This is an optimization exercise on Yosys and OpenROAD, whose aim is small area, a short achievable clock period and few clock cycles per item, not a production implementation.
Only simulation tests tie the RTL to the original design; equivalence was not proved.
Power and IR drop assume default switching activity.

## xarm_codec_a
module xarm_codec_a (
    input  wire        clk,
    input  wire        rst,
    input  wire        req_valid,
    output wire        req_ready,
    input  wire [7:0]  req_op,
    input  wire [7:0]  req_cmd,
    input  wire [7:0]  req_n,
    input  wire [7:0]  req_rxn,
    input  wire [15:0] req_dur,
    input  wire        in_valid,
    output wire        in_ready,
    input  wire [7:0]  in_data,
    output wire        out_valid,
    input  wire        out_ready,
    output wire [7:0]  out_data,
    output wire        out_last,
    output wire        resp_valid,
    input  wire        resp_ready,
    output wire [7:0]  resp_status,
    output wire [7:0]  resp_reason,
    output wire [15:0] resp_val
);
Size: about 1700 cells after synthesis, roughly 110 I/O pins, ~22000 um^2 of cells after synthesis.
==> flow/config.mk <==
export PLATFORM = sky130hd
export DESIGN_NAME = xarm_codec_a
export DESIGN_NICKNAME = xarm_codec_a
export VERILOG_FILES = /design/flow/design.v
export SDC_FILE = /design/flow/constraint.sdc
export NUM_CORES = 4
export LEC_CHECK = 0
export CAP_MARGIN = 20
export CORE_MARGIN = 2
export CORE_UTILIZATION = 40
export SETUP_SLACK_MARGIN = 3.9
export SLEW_MARGIN = 20
==> flow/constraint.sdc <==
create_clock -name core_clock -period 6.5 [get_ports {clk}]
set_input_delay 1.3000 -clock core_clock [delete_from_list [all_inputs] [get_ports {clk}]]
set_output_delay 1.3000 -clock core_clock [all_outputs]
set_load 0.01 [all_outputs]
standard.sh (not shown) runs the stock make flow with config.mk's settings and CLKGATE_MAP_FILE= SYNTH_SCRIPT=/design/flow/synth_recipe.tcl, a recipe that flattens the netlist after the stock synthesis.
==> flow/flow/run.sh <==
#!/bin/bash
# The standard layout, with plain buf_2 cells as the port buffers instead of
# the delay cells buffer_ports picks on its own.
set -euo pipefail
export BUFFER_PORTS_ARGS="-buffer_cell sky130_fd_sc_hd__buf_2"
bash standard.sh > standard_flow.log 2>&1
The first run produced a clean layout.
Testbench counts at the start, summed over its fixed seeds: cycles 160,886, items 3,200.
Next try:
- CTS_BUF_LIST: not set -> sky130_fd_sc_hd__clkbuf_4 sky130_fd_sc_hd__clkbuf_8
- SETUP_SLACK_MARGIN: 3.9 -> 4.2
Effect: The new run completed with no timing, DRC or antenna violations; synthesized cell count is unchanged; utilization rose by 3.2 points; maximum frequency increases slightly; wire length grows by a little under a tenth; clock-buffer cell count is higher by 49; clock skew came out higher by 16 ps; clock power goes down by a few percent; global-route usage is higher by 1.3 points; cell area climbs by a few percent; hold slack got worse by 9.1 ps; setup slack improved by 39 ps.
Next try:
- CORE_UTILIZATION: 40 -> 50
- SETUP_SLACK_MARGIN: 4.2 -> 3.9
After rerunning: Fmax falls by 2.1%; core utilization rises by 8.8 points; power falls by 2.1%; global-route usage rises by 4.6 points; worst setup slack is worse by 57 ps.
Next try:
- CORE_UTILIZATION: 50 -> 40
- TNS_END_PERCENT: not set -> 2
Effect: Synthesized area does not change. Wire length barely changes. Count of clock-buffer cells in the layout grows by 7. Worst setup slack loses 71 ps.
Next try:
- SETUP_SLACK_MARGIN: 3.9 -> 3.6
Hold slack barely changes.
Via count decreases by 1.2%.
Routed wire length came out lower by 2.1%.
Die area stays the same.
Next try:
- CAP_MARGIN: 20 -> 0
- SETUP_SLACK_MARGIN: 3.6 -> 3.9
- SLEW_MARGIN: 20 -> 0
- TNS_END_PERCENT: 2 -> not set
=> The changed run finished clean. Count of clock-buffer cells in the layout falls by 14. Die area is unchanged. Worst hold slack got worse by 9.9 ps.

* * *

Starting RTL as in the previous note.
==> flow/config.mk <==
export PLATFORM = sky130hd
export DESIGN_NAME = xarm_codec_a
export DESIGN_NICKNAME = xarm_codec_a
export VERILOG_FILES = /design/flow/design.v
export SDC_FILE = /design/flow/constraint.sdc
export NUM_CORES = 4
export LEC_CHECK = 0
export CAP_MARGIN = 20
export CORE_MARGIN = 2
export CORE_UTILIZATION = 40
export SETUP_SLACK_MARGIN = 3.6
export SLEW_MARGIN = 20
==> flow/constraint.sdc <==
create_clock -name core_clock -period 6.5 [get_ports {clk}]
set_input_delay 1.3000 -clock core_clock [delete_from_list [all_inputs] [get_ports {clk}]]
set_output_delay 1.3000 -clock core_clock [all_outputs]
set_load 0.01 [all_outputs]
Scripts as last shown in full above: flow/flow/run.sh
The starting point produced a clean layout.
Testbench counts at the start, summed over its fixed seeds: cycles 160,886, items 3,200.
Then changed:
- CTS_BUF_LIST: not set -> sky130_fd_sc_hd__clkbuf_4 sky130_fd_sc_hd__clkbuf_8
- SETUP_SLACK_MARGIN: 3.6 -> 3.9
Cell count increases by 4.4%.
Non-clock buffer count goes up by 73.
Maximum frequency grows by 7.8%.
Power fell by about 0.4%.
Global-route usage decreases by 0.13 points.
Cell area went up by 5.5%.
Setup slack improves by 0.22 ns.
Routed wire length is lower by about 1.5%.
Register-to-register slack is better by 0.22 ns.
Core utilization increases by 2.7 points.
Via count increases by about 1.4%.
Then changed:
- TNS_END_PERCENT: not set -> 10
What happened:
- The changed run ran to the end with no violations
- power went up by 3.6%
- final cell count fell by 1.2%
- critical path depth rose by 3
- clock skew rises by 0.010 ns
- core utilization decreases by 0.92 points
- wire length rises by 5.4%
Then changed:
- SETUP_SLACK_MARGIN: 3.9 -> 4.2
- TNS_END_PERCENT: 10 -> 5
The new run ran to the end with no violations.
Cell count shrinks slightly.
Wire length came out lower by a few percent.
Clock-buffer cell count went down by 6.
Sequential share of layout area went up by 1.1 points.
Core utilization came out lower by 1.1 points.
Via count shrinks slightly.
Then changed:
- SETUP_SLACK_MARGIN: 4.2 -> 4.0
- TNS_END_PERCENT: 5 -> 2
Outcome: Design area went down by 0.57%. Total power is about the same. Worst setup slack improved by 0.069 ns. Die area does not change. Hold slack improved by 0.014 ns. Flip-flop and latch count is unchanged. Wire length stays flat. Clock power barely changes. Fmax went up by 2.5%.
Then changed:
- SETUP_SLACK_MARGIN: 4.0 -> 3.9
- TNS_END_PERCENT: 2 -> 0
- cell count hardly moves
- wire length went down by 1.9%
- worst hold slack is worse by 0.0091 ns
- setup slack gets worse by 0.043 ns
- final area grows by 0.60%
- utilization grows by 0.29 points
- power is about the same
- sequential share of layout area decreases by 0.27 points
- clock power stays flat
- flip-flop and latch count is unchanged
- non-clock buffer count goes up by 7

[afterwards: timing with drivers on the ports]
Ports are ideal in the flow. The routed layouts listed here were re-timed in OpenROAD. Step 1 assumes that a clkbuf_16 drives the clock port and a buf_2 every other input. Step 2 times the ports against the registers' clock, not the clock port: input delays grow and output delays shrink by t, the midpoint of the rising clock arrivals with the driver on. Slacks: ideal / step 1 / step 2; pairs: ideal / step 1.
run	t, ns	setup WS [ns]	clock arrival spread, ns	worst register clock-pin slew, ns
the first run of note 1	0.643	3.738 / 3.738 / 3.244	0.027 / 0.028	0.07 / 0.07
the second run of note 1	0.698	3.778 / 3.778 / 3.169	0.043 / 0.042	0.07 / 0.07
the third run of note 1	0.669	3.720 / 3.720 / 3.202	0.038 / 0.039	0.07 / 0.07
the fourth run of note 1	0.710	3.649 / 3.649 / 3.025	0.051 / 0.051	0.07 / 0.07
the fifth run of note 1	0.705	3.444 / 3.444 / 2.863	0.046 / 0.046	0.07 / 0.07
the sixth run of note 1	0.690	3.732 / 3.732 / 3.218	0.031 / 0.031	0.07 / 0.07
the first run of note 2	0.645	3.515 / 3.515 / 2.959	0.040 / 0.040	0.06 / 0.06
the second run of note 2	0.690	3.732 / 3.732 / 3.218	0.031 / 0.031	0.07 / 0.07
the third run of note 2	0.700	3.699 / 3.699 / 3.056	0.042 / 0.043	0.07 / 0.07
the fourth run of note 2	0.720	3.662 / 3.663 / 2.974	0.047 / 0.047	0.06 / 0.06
the fifth run of note 2	0.720	3.731 / 3.748 / 3.040	0.041 / 0.041	0.07 / 0.07
the sixth run of note 2	0.716	3.688 / 3.699 / 3.010	0.033 / 0.033	0.06 / 0.06
After both steps every run listed still meets setup and hold. For the fifth run of note 2, which loses most, drivers alone change the setup slack by +0.017 ns; drivers and shift together by -0.691 ns.
